What follows belongs to an exercise in optimizing a design on an open flow for small area, a short achievable clock period and few clock cycles; a production flow would make more cautious choices. Function was checked by simulation only, so behaviour that the tests miss may differ from the original.

**flow/run.sh**
```bash
#!/bin/bash
# synth_recipe.tcl (not shown) runs the flow's synth.tcl, then flattens the netlist and writes it again
# the make line also repeats each setting of config.mk as NAME=value (left out here)
make -C /OpenROAD-flow-scripts/flow DESIGN_CONFIG=/design/flow/config.mk WORK_HOME=/design/flow/orfs CLKGATE_MAP_FILE= SYNTH_SCRIPT=/design/flow/synth_recipe.tcl finish
```
**flow/config.mk**
```make
export PLATFORM = sky130hd
export DESIGN_NAME = modarith
export DESIGN_NICKNAME = modarith
export VERILOG_FILES = /design/flow/design.v
export SDC_FILE = /design/flow/constraint.sdc
export NUM_CORES = 4
export LEC_CHECK = 0
export CAP_MARGIN = 20
export CORE_MARGIN = 2
export CORE_UTILIZATION = 40
export PLACE_DENSITY = 0.6
export SLEW_MARGIN = 20
```
**flow/constraint.sdc**
```tcl
create_clock -name core_clock -period 8.0 [get_ports {clk}]
set_input_delay 1.6000 -clock core_clock [delete_from_list [all_inputs] [get_ports {clk}]]
set_output_delay 1.6000 -clock core_clock [all_outputs]
set_load 0.01 [all_outputs]
```
**flow/design.v**
```verilog
module modarith (
    input  wire        clk,
    input  wire        rst,
    input  wire        start,
    input  wire [1:0]  op,
    input  wire [31:0] a,
    input  wire [31:0] b,
    input  wire [31:0] m,
    output wire        ready,
    output reg         done,
    output wire [31:0] result,
    output reg         fault,
    output reg  [3:0]  cause
);
    localparam OP_MULMOD = 2'd0;
    localparam OP_POWMOD = 2'd1;
    localparam OP_MODINV = 2'd2;
    localparam OP_NORM   = 2'd3;
    localparam K  = 3;           
    localparam ND = 11;          
    localparam [3:0] S_IDLE  = 4'd0;
    localparam [3:0] S_CHECK = 4'd1;
    localparam [3:0] S_DIV   = 4'd2;    
    localparam [3:0] S_ENORM = 4'd3;    
    localparam [3:0] S_PSET  = 4'd4;    
    localparam [3:0] S_MUL   = 4'd5;    
    localparam [3:0] S_PCPA  = 4'd6;    
    localparam [3:0] S_NEXT  = 4'd7;    
    localparam [3:0] S_FIX   = 4'd8;    
    localparam [3:0] S_FOLD  = 4'd9;    
    localparam [3:0] S_EA    = 4'd10;   
    localparam [3:0] S_EB    = 4'd11;   
    localparam [3:0] S_ET    = 4'd12;   
    reg [3:0]  state;
    reg        rdy;
    reg [1:0]  op_q;
    reg        md;          
    reg        fin;         
    reg        mulnext;     
    reg        neg;         
    reg [3:0]  ret;         
    reg [6:0]  cnt;
    reg [4:0]  ecnt;        
    reg [31:0] mr;          
    reg [31:0] e;           
    reg [32:0] ar;          
    reg [32:0] x;           
    reg [32:0] y;           
    reg [32:0] ss;          
    reg [32:0] sc;          
    assign ready  = rdy;
    assign result = ss[31:0];
    wire mont = ~md;
    reg  [33:0] lv_s, lv_c, s1, c1, s2, c2, pp, qm;
    reg  [K-1:0] pbits;
    reg  [32:0] mul_ss, mul_sc;
    integer j;
    always @* begin
        lv_s = {1'b0, ss};
        lv_c = {1'b0, sc};
        for (j = 0; j < K; j = j + 1) begin
            pp = y[j] ? {1'b0, x} : 34'd0;
            s1 = lv_s ^ lv_c ^ pp;
            c1 = ((lv_s & lv_c) | (lv_s & pp) | (lv_c & pp)) << 1;
            qm = (mont & s1[0]) ? {2'b00, mr} : 34'd0;
            s2 = s1 ^ c1 ^ qm;
            c2 = ((s1 & c1) | (s1 & qm) | (c1 & qm)) << 1;
            pbits[j] = s2[0];
            lv_s = s2 >> 1;
            lv_c = c2 >> 1;
        end
        mul_ss = lv_s[32:0];
        mul_sc = lv_c[32:0];
    end
    localparam [2:0] A_SS = 3'd0, A_SSB = 3'd1, A_AR = 3'd2, A_NSS = 3'd3;
    localparam [2:0] B_SC = 3'd0, B_NM = 3'd1, B_M = 3'd2, B_NX = 3'd3, B_NY = 3'd4, B_E = 3'd5;
    wire        nb = x[31] ^ neg;             
    reg  [2:0]  asel, bsel;
    reg  [34:0] opa, opb;
    reg         cin;
    always @* begin
        asel = A_SS; bsel = B_SC; cin = 1'b0;
        case (state)
            S_DIV:  begin asel = A_SSB; bsel = B_NM; cin = 1'b1; end
            S_FIX:  begin asel = A_SS;  bsel = B_NM; cin = 1'b1; end
            S_FOLD: begin asel = A_NSS; bsel = B_M;  end
            S_EA, S_EB: begin
                    if (x == 33'd0) begin asel = A_AR; bsel = B_E; end
                    else begin asel = A_SS; bsel = B_NX; cin = 1'b1; end
                end
            S_ET:   begin asel = A_AR;  bsel = B_NY; cin = 1'b1; end
            default: ;
        endcase
        case (asel)
            A_SSB:   opa = {2'b00, ss[31:0], nb};
            A_AR:    opa = {{2{ar[32]}}, ar};
            A_NSS:   opa = {3'b000, ~ss[31:0]};
            default: opa = {2'b00, ss};
        endcase
        case (bsel)
            B_NM:    opb = ~{3'b000, mr};
            B_M:     opb = {3'b000, mr};
            B_NX:    opb = ~{2'b00, x};
            B_NY:    opb = ~{{2{y[32]}}, y};
            B_E:     opb = ar[32] ? {3'b000, e} : 35'd0;
            default: opb = {2'b00, sc};
        endcase
    end
    wire [34:0] sum = opa + opb + {34'd0, cin};
    wire        ge  = ~sum[34];
    wire e_shift = ~e[31] & ((state == S_ENORM) | (ret == S_PSET));
    wire        x_zero = (x == 33'd0);
    wire        ss_one = (ss == 33'd1);
    always @(posedge clk) begin
        if (rst) begin
            state <= S_IDLE;
            rdy   <= 1'b1;
            done  <= 1'b0;
        end else begin
            done <= 1'b0;
            case (state)
                S_IDLE: begin
                    op_q <= op;
                    x    <= {1'b0, a};
                    y    <= {1'b0, b};
                    e    <= b;
                    mr   <= m;
                    if (start) begin
                        rdy   <= 1'b0;
                        state <= S_CHECK;
                    end
                end
                S_CHECK: begin
                    sc   <= 33'd0;
                    fin  <= 1'b0;
                    mulnext <= 1'b0;
                    neg  <= 1'b0;
                    md   <= (op_q == OP_MULMOD) | ~mr[0];
                    ecnt <= 5'd31;
                    case (op_q)
                        OP_MULMOD: begin
                            if (mr == 32'd0)   finish_fault(4'd3);
                            else if (mr[31])   finish_fault(4'd4);
                            else begin
                                ss    <= 33'd0;
                                cnt   <= ND - 1;
                                state <= S_MUL;
                            end
                        end
                        OP_POWMOD: begin
                            if (mr == 32'd0)   finish_fault(4'd3);
                            else if (mr[31])   finish_fault(4'd4);
                            else if (e == 32'd0) begin
                                ss <= (mr == 32'd1) ? 33'd0 : 33'd1;
                                finish_ok;
                            end else if (mr[0]) begin
                                ss    <= 33'd0;
                                y     <= 33'd0;
                                cnt   <= 7'd64;
                                ret   <= S_PSET;
                                state <= S_DIV;
                            end else begin
                                ss    <= x;
                                state <= S_ENORM;
                            end
                        end
                        OP_MODINV: begin
                            if (e == 32'd0)    finish_fault(4'd3);
                            else if (e[31])    finish_fault(4'd4);
                            else begin
                                ss    <= {1'b0, e};
                                ar    <= 33'd0;
                                y     <= 33'd1;
                                cnt   <= 7'd0;
                                state <= S_EA;
                            end
                        end
                        default: begin
                            if (mr == 32'd0)   finish_fault(4'd3);
                            else begin
                                neg   <= x[31];
                                ss    <= 33'd0;
                                cnt   <= 7'd31;
                                ret   <= S_FOLD;
                                state <= S_DIV;
                            end
                        end
                    endcase
                end
                S_DIV: begin
                    ss  <= ge ? sum[32:0] : {ss[31:0], nb};
                    x   <= {x[31:0], y[32]};
                    y   <= {y[31:0], 1'b0};
                    cnt <= cnt - 7'd1;
                    if (e_shift) begin
                        e    <= {e[30:0], 1'b0};
                        ecnt <= ecnt - 5'd1;
                    end
                    if (cnt == 7'd0) begin
                        if (ret == S_FOLD) begin
                            if (!neg) finish_ok;
                            else state <= S_FOLD;
                        end else if (ret == S_IDLE) begin
                            finish_ok;
                        end else begin
                            state <= ret;
                        end
                    end
                end
                S_ENORM: begin
                    if (e_shift) begin
                        e    <= {e[30:0], 1'b0};
                        ecnt <= ecnt - 5'd1;
                    end else begin
                        state <= S_PSET;
                    end
                end
                S_PSET, S_NEXT: begin
                    if (state == S_PSET)
                        ar <= sum[32:0];
                    ss <= 33'd0;
                    sc <= 33'd0;
                    cnt <= ND - 1;
                    if (fin) begin
                        ss    <= sum[32:0];
                        state <= S_FIX;
                    end else if (mulnext) begin
                        x       <= ar;
                        y       <= sum[32:0];
                        mulnext <= 1'b0;
                        state   <= S_MUL;
                    end else if (ecnt == 5'd0) begin
                        x     <= sum[32:0];
                        y     <= 33'd1;
                        fin   <= 1'b1;
                        state <= S_MUL;
                    end else begin
                        x       <= sum[32:0];
                        y       <= sum[32:0];
                        mulnext <= e[30];
                        e       <= {e[30:0], 1'b0};
                        ecnt    <= ecnt - 5'd1;
                        state   <= S_MUL;
                    end
                end
                S_MUL: begin
                    ss  <= mul_ss;
                    sc  <= mul_sc;
                    y   <= {pbits, y[32:K]};
                    cnt <= cnt - 7'd1;
                    if (cnt == 7'd0)
                        state <= md ? S_PCPA : S_NEXT;
                end
                S_PCPA: begin
                    x   <= sum[32:0];
                    ss  <= 33'd0;
                    sc  <= 33'd0;
                    cnt <= 7'd64;
                    ret <= (op_q == OP_MULMOD) ? S_IDLE : S_NEXT;
                    state <= S_DIV;
                end
                S_FIX: begin
                    if (ge) ss <= sum[32:0];
                    finish_ok;
                end
                S_FOLD: begin
                    ss <= {1'b0, sum[31:0]};
                    finish_ok;
                end
                S_EA: begin
                    if (x_zero) begin
                        if (ss_one) begin
                            ss <= sum[32:0];
                            finish_ok;
                        end else begin
                            finish_fault(4'd5);
                        end
                    end else if (ge) begin
                        x   <= {x[31:0], 1'b0};
                        y   <= {y[31:0], 1'b0};
                        cnt <= cnt + 7'd1;
                    end else if (cnt == 7'd0) begin
                        ss <= x;  x <= ss;
                        ar <= y;  y <= ar;
                    end else begin
                        x   <= {1'b0, x[32:1]};
                        y   <= {y[32], y[32:1]};
                        cnt <= cnt - 7'd1;
                        state <= S_EB;
                    end
                end
                S_EB: begin
                    if (ge) begin
                        ss    <= sum[32:0];
                        state <= S_ET;
                    end else if (cnt == 7'd0) begin
                        ss <= x;  x <= ss;
                        ar <= y;  y <= ar;
                        state <= S_EA;
                    end else begin
                        x   <= {1'b0, x[32:1]};
                        y   <= {y[32], y[32:1]};
                        cnt <= cnt - 7'd1;
                    end
                end
                S_ET: begin
                    if (cnt == 7'd0) begin
                        ss <= x;  x <= ss;
                        ar <= y;  y <= sum[32:0];
                        state <= S_EA;
                    end else begin
                        ar  <= sum[32:0];
                        x   <= {1'b0, x[32:1]};
                        y   <= {y[32], y[32:1]};
                        cnt <= cnt - 7'd1;
                        state <= S_EB;
                    end
                end
                default: state <= S_IDLE;
            endcase
        end
    end
    task finish_ok;
        begin
            fault <= 1'b0;
            cause <= 4'd0;
            done  <= 1'b1;
            rdy   <= 1'b1;
            state <= S_IDLE;
        end
    endtask
    task finish_fault;
        input [3:0] c;
        begin
            fault <= 1'b1;
            cause <= c;
            done  <= 1'b1;
            rdy   <= 1'b1;
            state <= S_IDLE;
        end
    endtask
endmodule
```
==> results.rst, run 1 <==
.. list-table::
   :header-rows: 1

   * - Metric
     - Value
   * - Final Critical Period
     - 6.722 ns
   * - Post-route met1 wirelength
     - 43.75 mm
   * - Number of DRC violations after detailed-routing iteration 0
     - 3,755
   * - Die Y-Extent
     - 259.1 um
   * - First-pass GRT wire length
     - 168.6 mm
   * - Buffer type at the clock tree root
     - sky130_fd_sc_hd__clkbuf_16
   * - Average vias per placed instance
     - 6.612
   * - Reg2Reg Setup Slack
     - 1.28 ns
   * - CP max FO
     - 42
   * - Top_reg_cell synth
     - sky130_fd_sc_hd__edfxtp_1
   * - RSZ-0062 raised after global routing
     - false
   * - Pin count of the biggest net entering global routing
     - 66
   * - Clk sink count
     - 261
   * - Synthesis-to-finish area growth
     - 12.14%
   * - Routability congestion estimate from global placement
     - 1.003
   * - Routed wirelength normalized by instance count
     - 29.77 um
   * - Count of flip-flops with a built-in enable after synthesis
     - 255
   * - Final HPWL DP
     - 78.13 mm
   * - Clock insertion delay at the later pin of the skew report
     - 0.57 ns
   * - Antenna violations before repair
     - 0
   * - Synthesized area per cell
     - 8.794 um^2
   * - Worst slew margin
     - 0.2073
   * - Max Fclk
     - 148.8 MHz
   * - Ratio of cells with drive above 1 in the final layout
     - 0.08212
   * - Number of distinct library cells after synthesis
     - 91
   * - Number of top-level pins
     - 140
   * - Worst path required time
     - 8.24 ns
   * - Critical path class
     - reg -> reg
   * - Ant. Diodes
     - 0
   * - CP Data Arrival Time
     - 6.97 ns
   * - Remaining global-route overflow
     - 0
   * - FFs w/ async S/R, synth
     - 0
   * - Number of gates resized after cts
     - 0
   * - Classification of the worst-slack hold path
     - reg -> reg
   * - Worst-Margin Slew
     - 1.189 ns
   * - Final ANT Viol Nets
     - 0
   * - Number of post-CTS setup repair buffers
     - 0
   * - Synth Warn #
     - 1
   * - X dimension of the die
     - 259.1 um
   * - Core Util, Final
     - 0.4536
   * - Worst hold path startpoint
     - rdy$_SDFFE_PP1P_
   * - CTS max path bufs
     - 3
   * - Min-Delay Endpoint
     - rdy$_SDFFE_PP1P_
   * - Number of global-route vias before repair
     - 25,280
   * - Via total after detailed routing
     - 25,220
   * - Biggest area consumer among synthesized cells
     - sky130_fd_sc_hd__edfxtp_1
   * - Critical Path Start Type
     - flip-flop
   * - Placeable core area
     - 64,350 um^2
   * - Share of synthesized area occupied by flip-flops and latches
     - 0.2988
   * - Result of the run
     - no timing/DRC/antenna violations
   * - Length of routed met3 wiring
     - 12.96 mm
   * - Iteration count of the initial detailed-routing pass
     - 7
   * - Clock transition time at the flip-flop clock pins of the worst setup and hold paths
     - 0.06 ns
   * - Worst reg2reg path depth
     - 19
   * - TritonCTS clock tree
     - yes
   * - # rows
     - 93
   * - Final nets
     - 3,274
   * - Max-slew violation total from the final report
     - 0
   * - Hold path cells
     - 2
   * - H-Tree Depth
     - 2
   * - Total length of routed wires
     - 113.5 mm
   * - Final period utilization
     - 0.8403
   * - Top routing layer in use
     - met4
   * - Hold-fix buffers at CTS
     - 0
   * - Worst reg2reg startpoint
     - x[19]$_DFFE_PP_
   * - Fill cell instance count of the final layout
     - 6,169
   * - Number of buffers added by the clock tree synthesis step
     - 38
   * - Number of hold violations in the final report
     - 0
   * - # DRC
     - 0
   * - Met2 Wirelength
     - 49.78 mm
   * - Final clock skew
     - 0.01790 ns
   * - Endpoint of the worst-slack reg-to-reg timing path
     - ss[16]$_DFFE_PP_
   * - Mapped Cells
     - 2,960
   * - All-layer global routing usage
     - 0.3358
   * - Seq cells post-synth
     - 261
   * - Final setup viols
     - 0
   * - Area enclosed by the die boundary
     - 67,130 um^2
   * - Max cap viols
     - 0
   * - Initial standard-cell utilization of the core
     - 0.4045
   * - Fin Setup TNS
     - 0 ns
   * - Type of destination of the critical path
     - flip-flop
   * - Netlist Area Pre-Place
     - 26,030 um^2
   * - Fraction of synthesized cell area taken by the top area cell type
     - 0.2942
   * - Post-Syn Nets
     - 3,301
   * - Buffers on Ports
     - 138
   * - Cell types occupying the most area after synthesis
     - sky130_fd_sc_hd__edfxtp_1, sky130_fd_sc_hd__fa_1, sky130_fd_sc_hd__nand2_1, sky130_fd_sc_hd__a21oi_1, sky130_fd_sc_hd__nor2_1
logic make-up (layout without fill, tap and decap cells):
| kind of cell | after synthesis | after routing | synth area share |
|---|---|---|---|
| simple gates | 1016 | 1016 | 0.1740 |
| compound gates | 869 | 869 | 0.2346 |
| mux | 77 | 77 | 0.03110 |
| other cells | 1 | 1 | 0.0001441 |
| flops | 261 | 261 | 0.2988 |
| fa+ha+maj | 240 | 240 | 0.1713 |
| xor+xnor | 35 | 35 | 0.01178 |
| buf+inv | 461 | 460 | 0.07830 |
how the worst max path moves through the flow:
stage,to,startpoint,cells past startpoint
6_report,ss[16]$_DFFE_PP_,x[19]$_DFFE_PP_,19
5_1_grt,y[2]$_DFFE_PP_,x[19]$_DFFE_PP_,21
4_1_cts,ss[16]$_DFFE_PP_,x[19]$_DFFE_PP_,19
3_5_place_dp,ss[19]$_DFFE_PP_,x[19]$_DFFE_PP_,19
3_3_place_gp,ss[20]$_DFFE_PP_,x[19]$_DFFE_PP_,19
2_1_floorplan,x[0]$_DFFE_PP_,x[13]$_DFFE_PP_,17
per-layer routing:
layer | vias up | GRT usage
met5 | - | 0
met4 | 0 | 0.1813
met3 | 391 | 0.07245
met2 | 1866 | 0.5161
met1 | 12420 | 0.4423
li1 | 10540 | -
state kept, by name, summed over array words and instances, names as in the netlist, 2 cells and up:
signal and cells:
ar 33, sc 33, ss 33, x 33
y 33, e 32, mr 32, cnt 7
ecnt 5, ret 4, state 4, cause 3
op_q 2
cell usage after synthesis (all sizes together) (46+ instances only):
cell / instances
a211oi: 52
a21oi: 261
a221o: 64
a221oi: 58
and2: 77
buf: 128
clkbuf: 162
edfxtp: 255
fa: 194
ha: 46
inv: 170
mux2i: 46
nand2: 476
nor2: 264
o21ai: 142
o221ai: 60
cell type report:
type / count / area (um^2) / area share
Clock buffer: 49 / 1013 / 0.03472
Sequential cell: 261 / 7780 / 0.2665
Multi-Input combinational cell: 2238 / 16420 / 0.5625
Timing Repair Buffer: 223 / 2090 / 0.07158
Clock inverter: 17 / 176.4 / 0.006044
Tap cell: 855 / 1070 / 0.03665
Inverter: 171 / 641.9 / 0.02199
per-stage QoR:
step | hold WS [ns] | setup WS [ns] | cell area [um^2] | instances
final | 0.5075 | 1.278 | 29190 | 3814
after global placement | 0.4788 | 1.497 | 27970 | 3747
after global routing | 0.5616 | 0.7556 | 29190 | 3814
after CTS | 0.5108 | 1.373 | 29160 | 3813
after detailed placement | 0.4971 | 1.411 | 27970 | 3747
after floorplan | 0.5348 | 0.1355 | 26040 | 2960
critical path, stage by stage (launching register included):
cell and delay (ns):
sky130_fd_sc_hd__edfxtp_1 0.57, sky130_fd_sc_hd__nor4_4 0.56, sky130_fd_sc_hd__nand4_2 0.21, sky130_fd_sc_hd__or4_1 0.66
sky130_fd_sc_hd__o21ai_4 0.18, sky130_fd_sc_hd__buf_4 0.45, sky130_fd_sc_hd__mux2i_1 0.24, sky130_fd_sc_hd__a21oi_1 0.05
sky130_fd_sc_hd__nor2_1 0.11, sky130_fd_sc_hd__o22ai_1 0.08, sky130_fd_sc_hd__ha_1 0.40, sky130_fd_sc_hd__a21oi_1 0.23
sky130_fd_sc_hd__o21ai_1 0.14, sky130_fd_sc_hd__a211oi_1 0.23, sky130_fd_sc_hd__o2111ai_1 0.27, sky130_fd_sc_hd__o31ai_4 0.65
sky130_fd_sc_hd__nor2_1 0.12, sky130_fd_sc_hd__a2111oi_0 0.73, sky130_fd_sc_hd__nor4_4 0.04, sky130_fd_sc_hd__buf_4 0.35
placed cells by master, fill, tap and decap left out, types with 12 or more instances in the layout:
cell / netlist / final
sky130_fd_sc_hd__inv_1: 170 / 170
sky130_fd_sc_hd__fa_1: 194 / 194
sky130_fd_sc_hd__nor2_1: 261 / 250
sky130_fd_sc_hd__a221o_1: 64 / 64
sky130_fd_sc_hd__nor2b_1: 39 / 38
sky130_fd_sc_hd__o221ai_1: 42 / 41
sky130_fd_sc_hd__xnor2_1: 20 / 20
sky130_fd_sc_hd__o221ai_2: 18 / 18
sky130_fd_sc_hd__buf_4: 41 / 80
sky130_fd_sc_hd__edfxtp_1: 255 / 255
sky130_fd_sc_hd__a22o_1: 29 / 29
sky130_fd_sc_hd__a21oi_1: 260 / 257
sky130_fd_sc_hd__clkdlybuf4s50_1: 0 / 138
sky130_fd_sc_hd__ha_1: 46 / 46
sky130_fd_sc_hd__a31oi_1: 17 / 17
sky130_fd_sc_hd__and2_1: 76 / 77
sky130_fd_sc_hd__o21ai_0: 124 / 124
sky130_fd_sc_hd__nand3_1: 29 / 29
sky130_fd_sc_hd__nor4_1: 33 / 31
sky130_fd_sc_hd__nand2_1: 474 / 474
sky130_fd_sc_hd__xor2_1: 15 / 15
sky130_fd_sc_hd__mux2i_1: 46 / 46
sky130_fd_sc_hd__clkbuf_16: 0 / 39
sky130_fd_sc_hd__o21a_1: 16 / 15
sky130_fd_sc_hd__o211ai_1: 18 / 18
sky130_fd_sc_hd__a22oi_1: 42 / 42
sky130_fd_sc_hd__mux2_2: 31 / 31
sky130_fd_sc_hd__a21o_1: 23 / 23
sky130_fd_sc_hd__nand4_1: 19 / 19
sky130_fd_sc_hd__o21ai_1: 16 / 12
sky130_fd_sc_hd__a221oi_1: 58 / 57
sky130_fd_sc_hd__a211oi_1: 50 / 49
sky130_fd_sc_hd__nor3_1: 29 / 25
Testbench counts, summed over its fixed seeds: cycles 94,986.
==> inputs of run 2 (changes only) <==
--- a/flow/design.v
+++ b/flow/design.v
@@ -32,4 +32,6 @@
     localparam [3:0] S_EB    = 4'd11;   
     localparam [3:0] S_ET    = 4'd12;   
+    localparam [3:0] S_ESW   = 4'd13;   
+    localparam [3:0] S_EFIN  = 4'd14;   
     reg [3:0]  state;
     reg        rdy;
@@ -39,4 +41,5 @@
     reg        mulnext;     
     reg        neg;         
+    reg        pos;         
     reg [3:0]  ret;         
     reg [6:0]  cnt;
@@ -73,6 +76,6 @@
         mul_sc = lv_c[32:0];
     end
-    localparam [2:0] A_SS = 3'd0, A_SSB = 3'd1, A_AR = 3'd2, A_NSS = 3'd3;
-    localparam [2:0] B_SC = 3'd0, B_NM = 3'd1, B_M = 3'd2, B_NX = 3'd3, B_NY = 3'd4, B_E = 3'd5;
+    localparam [2:0] A_SS = 3'd0, A_SSB = 3'd1, A_AR = 3'd2, A_NSS = 3'd3, A_NAR = 3'd4;
+    localparam [2:0] B_SC = 3'd0, B_NM = 3'd1, B_M = 3'd2, B_NX = 3'd3, B_Y = 3'd4, B_E = 3'd5, B_0 = 3'd6;
     wire        nb = x[31] ^ neg;             
     reg  [2:0]  asel, bsel;
@@ -85,9 +88,10 @@
             S_FIX:  begin asel = A_SS;  bsel = B_NM; cin = 1'b1; end
             S_FOLD: begin asel = A_NSS; bsel = B_M;  end
-            S_EA, S_EB: begin
-                    if (x == 33'd0) begin asel = A_AR; bsel = B_E; end
-                    else begin asel = A_SS; bsel = B_NX; cin = 1'b1; end
+            S_EA, S_EB: begin asel = A_SS; bsel = B_NX; cin = 1'b1; end
+            S_ET:   begin asel = A_AR;  bsel = B_Y; end
+            S_EFIN: begin
+                    if (pos) begin asel = A_AR; bsel = B_0; end
+                    else begin asel = A_NAR; bsel = B_E; cin = 1'b1; end
                 end
-            S_ET:   begin asel = A_AR;  bsel = B_NY; cin = 1'b1; end
             default: ;
         endcase
@@ -95,5 +99,6 @@
             A_SSB:   opa = {2'b00, ss[31:0], nb};
             A_AR:    opa = {{2{ar[32]}}, ar};
-            A_NSS:   opa = {3'b000, ~ss[31:0]};
+            A_NSS:   opa = ~{2'b00, ss};
+            A_NAR:   opa = ~{2'b00, ar};
             default: opa = {2'b00, ss};
         endcase
@@ -102,6 +107,7 @@
             B_M:     opb = {3'b000, mr};
             B_NX:    opb = ~{2'b00, x};
-            B_NY:    opb = ~{{2{y[32]}}, y};
-            B_E:     opb = ar[32] ? {3'b000, e} : 35'd0;
+            B_Y:     opb = {2'b00, y};
+            B_E:     opb = {3'b000, e};
+            B_0:     opb = 35'd0;
             default: opb = {2'b00, sc};
         endcase
@@ -155,9 +161,15 @@
                                 finish_ok;
                             end else if (mr[0]) begin
-                                ss    <= 33'd0;
                                 y     <= 33'd0;
-                                cnt   <= 7'd64;
                                 ret   <= S_PSET;
                                 state <= S_DIV;
+                                if (mr[30:27] != 4'd0) begin
+                                    ss  <= {6'd0, x[31:5]};
+                                    x   <= {x[5:0], 27'd0};
+                                    cnt <= 7'd37;
+                                end else begin
+                                    ss  <= 33'd0;
+                                    cnt <= 7'd64;
+                                end
                             end else begin
                                 ss    <= x;
@@ -168,9 +180,13 @@
                             if (e == 32'd0)    finish_fault(4'd3);
                             else if (e[31])    finish_fault(4'd4);
-                            else begin
+                            else if (e == 32'd1) begin
+                                ss <= 33'd0;
+                                finish_ok;
+                            end else begin
                                 ss    <= {1'b0, e};
                                 ar    <= 33'd0;
                                 y     <= 33'd1;
                                 cnt   <= 7'd0;
+                                pos   <= 1'b0;
                                 state <= S_EA;
                             end
@@ -265,25 +281,19 @@
                 end
                 S_FOLD: begin
-                    ss <= {1'b0, sum[31:0]};
+                    ss <= sum[32:0];
                     finish_ok;
                 end
                 S_EA: begin
                     if (x_zero) begin
-                        if (ss_one) begin
-                            ss <= sum[32:0];
-                            finish_ok;
-                        end else begin
-                            finish_fault(4'd5);
-                        end
+                        state <= S_EFIN;
                     end else if (ge) begin
-                        x   <= {x[31:0], 1'b0};
+                        x   <= {x[31:0], y[32]};    
                         y   <= {y[31:0], 1'b0};
                         cnt <= cnt + 7'd1;
                     end else if (cnt == 7'd0) begin
-                        ss <= x;  x <= ss;
-                        ar <= y;  y <= ar;
+                        state <= S_ESW;
                     end else begin
                         x   <= {1'b0, x[32:1]};
-                        y   <= {y[32], y[32:1]};
+                        y   <= {1'b0, y[32:1]};
                         cnt <= cnt - 7'd1;
                         state <= S_EB;
@@ -295,26 +305,36 @@
                         state <= S_ET;
                     end else if (cnt == 7'd0) begin
-                        ss <= x;  x <= ss;
-                        ar <= y;  y <= ar;
-                        state <= S_EA;
+                        state <= S_ESW;
                     end else begin
                         x   <= {1'b0, x[32:1]};
-                        y   <= {y[32], y[32:1]};
+                        y   <= {1'b0, y[32:1]};
                         cnt <= cnt - 7'd1;
                     end
                 end
                 S_ET: begin
+                    ar <= sum[32:0];
                     if (cnt == 7'd0) begin
-                        ss <= x;  x <= ss;
-                        ar <= y;  y <= sum[32:0];
-                        state <= S_EA;
+                        state <= S_ESW;
                     end else begin
-                        ar  <= sum[32:0];
                         x   <= {1'b0, x[32:1]};
-                        y   <= {y[32], y[32:1]};
+                        y   <= {1'b0, y[32:1]};
                         cnt <= cnt - 7'd1;
                         state <= S_EB;
                     end
                 end
+                S_ESW: begin
+                    ss  <= x;  x <= ss;
+                    ar  <= y;  y <= ar;
+                    pos <= ~pos;
+                    state <= S_EA;
+                end
+                S_EFIN: begin
+                    if (ss_one) begin
+                        ss <= sum[32:0];
+                        finish_ok;
+                    end else begin
+                        finish_fault(4'd5);
+                    end
+                end
                 default: state <= S_IDLE;
             endcase
--- a/flow/config.mk
+++ b/flow/config.mk
@@ -6,7 +6,9 @@
 export NUM_CORES = 4
 export LEC_CHECK = 0
+export ABC_CLOCK_PERIOD_IN_PS = 3500
 export CAP_MARGIN = 20
 export CORE_MARGIN = 2
 export CORE_UTILIZATION = 40
 export PLACE_DENSITY = 0.6
+export SETUP_SLACK_MARGIN = 4.5
 export SLEW_MARGIN = 20
==> run 2 against run 1 <==
Still clean. Setup slack better by 1.0 ns. Final cell count up 14%. Routed wire length grew 30%. Sequential cell count up 1. Critical endpoint is now ss[25]$_DFFE_PP_. Clock skew increased by 0.033 ns. Die area rose by 2.4%. Non-clock buffer count is 383 higher. Hold slack got worse by 0.041 ns.
==> results.rst, run 2 <==
.. list-table::
   :header-rows: 1

   * - Metric
     - Value
   * - Worst path buffer plus inverter count
     - 3 (was 2)
   * - Most common library cells after synthesis
     - sky130_fd_sc_hd__a21oi_1, sky130_fd_sc_hd__nor2_1, sky130_fd_sc_hd__nand2_1 (was sky130_fd_sc_hd__nand2_1, sky130_fd_sc_hd__nor2_1, sky130_fd_sc_hd__a21oi_1)
   * - Critical Path Start Type
     - flip-flop (unchanged)
   * - Final nets
     - 3,783 (was 3,274)
   * - Footprint of the flip-flops and latches
     - 7823 um^2 (was 7780 um^2)
   * - Netlist Area Pre-Place
     - 26,660 um^2 (was 26,030 um^2)
   * - Final HPWL DP
     - 91.48 mm (was 78.13 mm)
   * - Number of DRC violations after detailed-routing iteration 0
     - 5,609 (was 3,755)
   * - Final Critical Period
     - 5.684 ns (was 6.722 ns)
   * - Clk sink count
     - 262 (was 261)
   * - Post-route insts no fill
     - 4,336 (was 3,814)
   * - Routed wirelength normalized by instance count
     - 33.94 um (was 29.77 um)
   * - Worst path required time
     - 8.35 ns (was 8.24 ns)
   * - Dominant cell by count in the synthesized netlist
     - sky130_fd_sc_hd__a21oi_1 (was sky130_fd_sc_hd__nand2_1)
   * - Hold path cells
     - 1 (was 2)
   * - Reg2Reg Setup Slack
     - 2.32 ns (was 1.28 ns)
   * - TritonCTS clock tree
     - yes (unchanged)
   * - Critical path class
     - reg -> reg (unchanged)
   * - Synth Warn #
     - 1 (unchanged)
   * - Total length of routed wires
     - 147.2 mm (was 113.5 mm)
   * - Worst reg2reg startpoint
     - x[0]$_DFFE_PP_ (was x[19]$_DFFE_PP_)
   * - Adder and majority gate portion of the synthesized area
     - 0.1673 (was 0.1713)
   * - Hold-fix buffers at CTS
     - 0 (unchanged)
   * - Final setup viols
     - 0 (unchanged)
   * - CP max FO
     - 8 (was 42)
   * - Number of buffers added by the clock tree synthesis step
     - 37 (was 38)
   * - Most frequent standard cell in the layout excluding fill and tap cells
     - sky130_fd_sc_hd__buf_4 (was sky130_fd_sc_hd__nand2_1)
   * - Most frequent cells in the layout
     - sky130_fd_sc_hd__buf_4, sky130_fd_sc_hd__nand2_1, sky130_fd_sc_hd__nor2_1 (was sky130_fd_sc_hd__nand2_1, sky130_fd_sc_hd__a21oi_1, sky130_fd_sc_hd__edfxtp_1)
   * - X dimension of the die
     - 262.2 um (was 259.1 um)
   * - Average vias per placed instance
     - 6.902 (was 6.612)
   * - Result of the run
     - no timing/DRC/antenna violations (unchanged)
   * - Via total after detailed routing
     - 29,930 (was 25,220)
   * - Final period utilization
     - 0.7105 (was 0.8403)
   * - CP Data Arrival Time
     - 6.03 ns (was 6.97 ns)
   * - Worst slew margin
     - 0.1211 (was 0.2073)
   * - Placeable core area
     - 65,860 um^2 (was 64,350 um^2)
   * - Synthesized area per cell
     - 8.638 um^2 (was 8.794 um^2)
   * - # rows
     - 94 (was 93)
   * - Top_reg_cell synth
     - sky130_fd_sc_hd__edfxtp_1 (unchanged)
   * - Fraction of synthesized cell area taken by the top area cell type
     - 0.2884 (was 0.2942)
   * - Type of destination of the critical path
     - flip-flop (unchanged)
   * - Share of synthesized area occupied by flip-flops and latches
     - 0.2929 (was 0.2988)
   * - Fill cell instance count of the final layout
     - 5,656 (was 6,169)
   * - Number of distinct library cells after synthesis
     - 83 (was 91)
   * - Remaining global-route overflow
     - 0 (unchanged)
   * - Worst reg2reg path depth
     - 19 (unchanged)
   * - Biggest cell delay along the critical path
     - 0.55 ns (was 0.73 ns)
   * - Antenna violations before repair
     - 6 (was 0)
   * - CTS max path bufs
     - 3 (unchanged)
   * - Post-synthesis mux area share
     - 0.04389 (was 0.03110)
   * - Buffers on Ports
     - 138 (unchanged)
   * - Cell breakdown of the critical path
     - and2_4 > fa_1 > nor2b_4 > nand2_2 > fa_1 > fa_2 > nor2_4 > buf_12 > nand2_4 > fa_1 > fa_2 > nor2_4 > buf_6 > buf_12 > and2_4 > fa_1 > a222oi_1 > o211ai_1 > a211o_1 (was nor4_4 > nand4_2 > or4_1 > o21ai_4 > buf_4 > mux2i_1 > a21oi_1 > nor2_1 > o22ai_1 > ha_1 > a21oi_1 > o21ai_1 > a211oi_1 > o2111ai_1 > o31ai_4 > nor2_1 > a2111oi_0 > nor4_4 > buf_4)
   * - Worst hold path startpoint
     - rdy$_SDFFE_PP1P_ (unchanged)
   * - Seq cells post-synth
     - 262 (was 261)
   * - Min-Delay Endpoint
     - rdy$_SDFFE_PP1P_ (unchanged)
   * - Cell types occupying the most area after synthesis
     - sky130_fd_sc_hd__edfxtp_1, sky130_fd_sc_hd__fa_1, sky130_fd_sc_hd__a21oi_1, sky130_fd_sc_hd__nor2_1, sky130_fd_sc_hd__nand2_1 (was sky130_fd_sc_hd__edfxtp_1, sky130_fd_sc_hd__fa_1, sky130_fd_sc_hd__nand2_1, sky130_fd_sc_hd__a21oi_1, sky130_fd_sc_hd__nor2_1)
   * - Most common cell type on the critical path
     - sky130_fd_sc_hd__fa_1
   * - Endpoint of the worst-slack reg-to-reg timing path
     - ss[25]$_DFFE_PP_ (was ss[16]$_DFFE_PP_)
   * - Post-Syn Nets
     - 3,427 (was 3,301)
   * - Clock insertion delay at the later pin of the skew report
     - 0.59 ns (was 0.57 ns)
   * - Initial standard-cell utilization of the core
     - 0.4047 (was 0.4045)
   * - Max-slew violation total from the final report
     - 0 (unchanged)
   * - Clock transition time at the flip-flop clock pins of the worst setup and hold paths
     - 0.06 ns (about the same)
   * - FFs w/ async S/R, synth
     - 0 (unchanged)
   * - Post-synthesis compound-gate area fraction
     - 0.2421 (was 0.2346)
   * - Buffer type at the clock tree root
     - sky130_fd_sc_hd__clkbuf_16 (unchanged)
   * - RSZ-0062 raised after global routing
     - true (was false)
   * - Biggest area consumer among synthesized cells
     - sky130_fd_sc_hd__edfxtp_1 (unchanged)
   * - Simple-gate share of the synthesized area
     - 0.1675 (was 0.1740)
   * - Main combinational cell family by area after synthesis
     - compound AO/OA/AOI/OAI gates (unchanged)
   * - Pin count of the biggest net entering global routing
     - 72 (was 66)
   * - H-Tree Depth
     - 2 (unchanged)
   * - Iteration count of the initial detailed-routing pass
     - 11 (was 7)
   * - Count of flip-flops with a built-in enable after synthesis
     - 256 (was 255)
   * - Number of top-level pins
     - 140 (unchanged)
   * - Worst-Margin Slew
     - 1.313 ns (was 1.189 ns)
   * - First-pass GRT wire length
     - 203.9 mm (was 168.6 mm)
   * - Number of global-route vias before repair
     - 28,420 (was 25,280)
   * - Post-placement cell count
     - 3,882 (was 3,747)
   * - Area enclosed by the die boundary
     - 68,720 um^2 (was 67,130 um^2)
   * - Critical path's slowest cell
     - sky130_fd_sc_hd__fa_1 (was sky130_fd_sc_hd__a2111oi_0)
   * - All-layer global routing usage
     - 0.4133 (was 0.3358)
   * - Synthesis-to-finish area growth
     - 41.34% (was 12.14%)
   * - Final ANT Viol Nets
     - 0 (unchanged)
   * - Die Y-Extent
     - 262.2 um (was 259.1 um)
   * - Max cap viols
     - 0 (unchanged)
   * - Top Family by Delay on Critical Path
     - adder cells (was compound AO/OA/AOI/OAI gates)
   * - Fin Setup TNS
     - 0 ns (unchanged)
   * - Final clock skew
     - 0.05088 ns (was 0.01790 ns)
   * - Ratio of cells with drive above 1 in the final layout
     - 0.3028 (was 0.08212)
   * - Max Fclk
     - 175.9 MHz (was 148.8 MHz)
   * - XOR/XNOR Fraction of Synth Area
     - 0.01281 (was 0.01178)
   * - Area occupied by multi-input gates
     - 20,090 um^2 (was 16,420 um^2)
   * - Mapped Cells
     - 3,086 (was 2,960)
   * - Number of hold violations in the final report
     - 0 (unchanged)
   * - # DRC
     - 0 (unchanged)
   * - Classification of the worst-slack hold path
     - reg -> reg (unchanged)
   * - Routability congestion estimate from global placement
     - 1.055 (was 1.003)
[run 2: kinds of logic (layout without fill, tap and decap cells)]
logic type	count (synthesis)	count (layout)
flops	262	262
simple gates	980	981
compound gates	990	995
mux	113	113
fa+ha+maj	240	240
other cells	1	2
xor+xnor	39	39
buf+inv	461	840
[run 2: what timing repair did]
| item | 4_1_cts | 5_1_grt |
|---|---|---|
| pin swaps | 181 | 169 |
| setup endpoints to repair | 345 | 288 |
| setup buffers | 238 | 98 |
| resized for setup | 534 | 216 |
| cloned | 41 | 8 |
[run 2: final cells by class]
cell class                 instances  share of cell area
multi-input combinational       2369              0.5333
sequential                       262              0.2076
timing repair buffer             606              0.1805
tap                              864             0.02869
clock buffer                      47             0.02670
inverter                         166             0.01710
clock inverter                    21            0.006044
antenna                            1          0.00006642
[run 2: metal layers]
layer,track usage,up-vias,part of all wire
met1,0.5535,14590,0.36
met4,0.2068,6,0.066
met5,0,-,0.00063
met2,0.5639,2745,0.39
li1,-,11960,-
met3,0.1794,632,0.18
[run 2: worst max path at each step]
stage                          startpoint          endpoint  slack, ns  cells after the start
after floorplan            y[0]$_DFFE_PP_  ss[25]$_DFFE_PP_       2.16                     21
after global placement    ss[0]$_DFFE_PP_   ss[6]$_DFFE_PP_       1.79                     19
after detailed placement  ss[0]$_DFFE_PP_  ss[25]$_DFFE_PP_       1.71                     19
after CTS                  x[0]$_DFFE_PP_   ss[0]$_DFFE_PP_       2.44                     17
after global routing       x[0]$_DFFE_PP_  ss[25]$_DFFE_PP_       2.14                     19
final                      x[0]$_DFFE_PP_  ss[25]$_DFFE_PP_       2.32                     19
[run 2: metrics by stage]
step	util	area (um^2)	hold slack, ns	setup WS (ns)
global route	0.5720	37670	0.4897	2.138
finish	0.5721	37680	0.4662	2.316
detailed placement	0.4417	29090	0.4569	1.711
floorplan	-	27560	0.5078	2.163
global placement	0.4417	29090	0.4462	1.792
CTS	0.5432	35780	0.4696	2.435
Testbench counts of run 2, summed over its fixed seeds: cycles 91,980.

## what the ideal ports hide
No port has a modelled driver above. Below, the same layouts with a new extraction and two added sets of constraints. Step 1 assumes that a clkbuf_16 drives the clock port and a buf_2 every other input. Step 2 also shifts input and output timing later by t, the mid clock arrival at the registers, as if the neighbouring blocks saw the same clock. Slacks: ideal / step 1 / step 2; pairs: ideal / step 1.
run	shift t [ns]	slack for setup (ns)	latest minus earliest clock arrival (ns)	worst data-port slew with drivers (ns)
run 1	0.629	1.278 / 1.278 / 1.278	0.018 / 0.018	0.05
run 2	0.629	2.316 / 2.316 / 2.316	0.051 / 0.051	0.06
After both steps setup and hold are still met in every run listed.
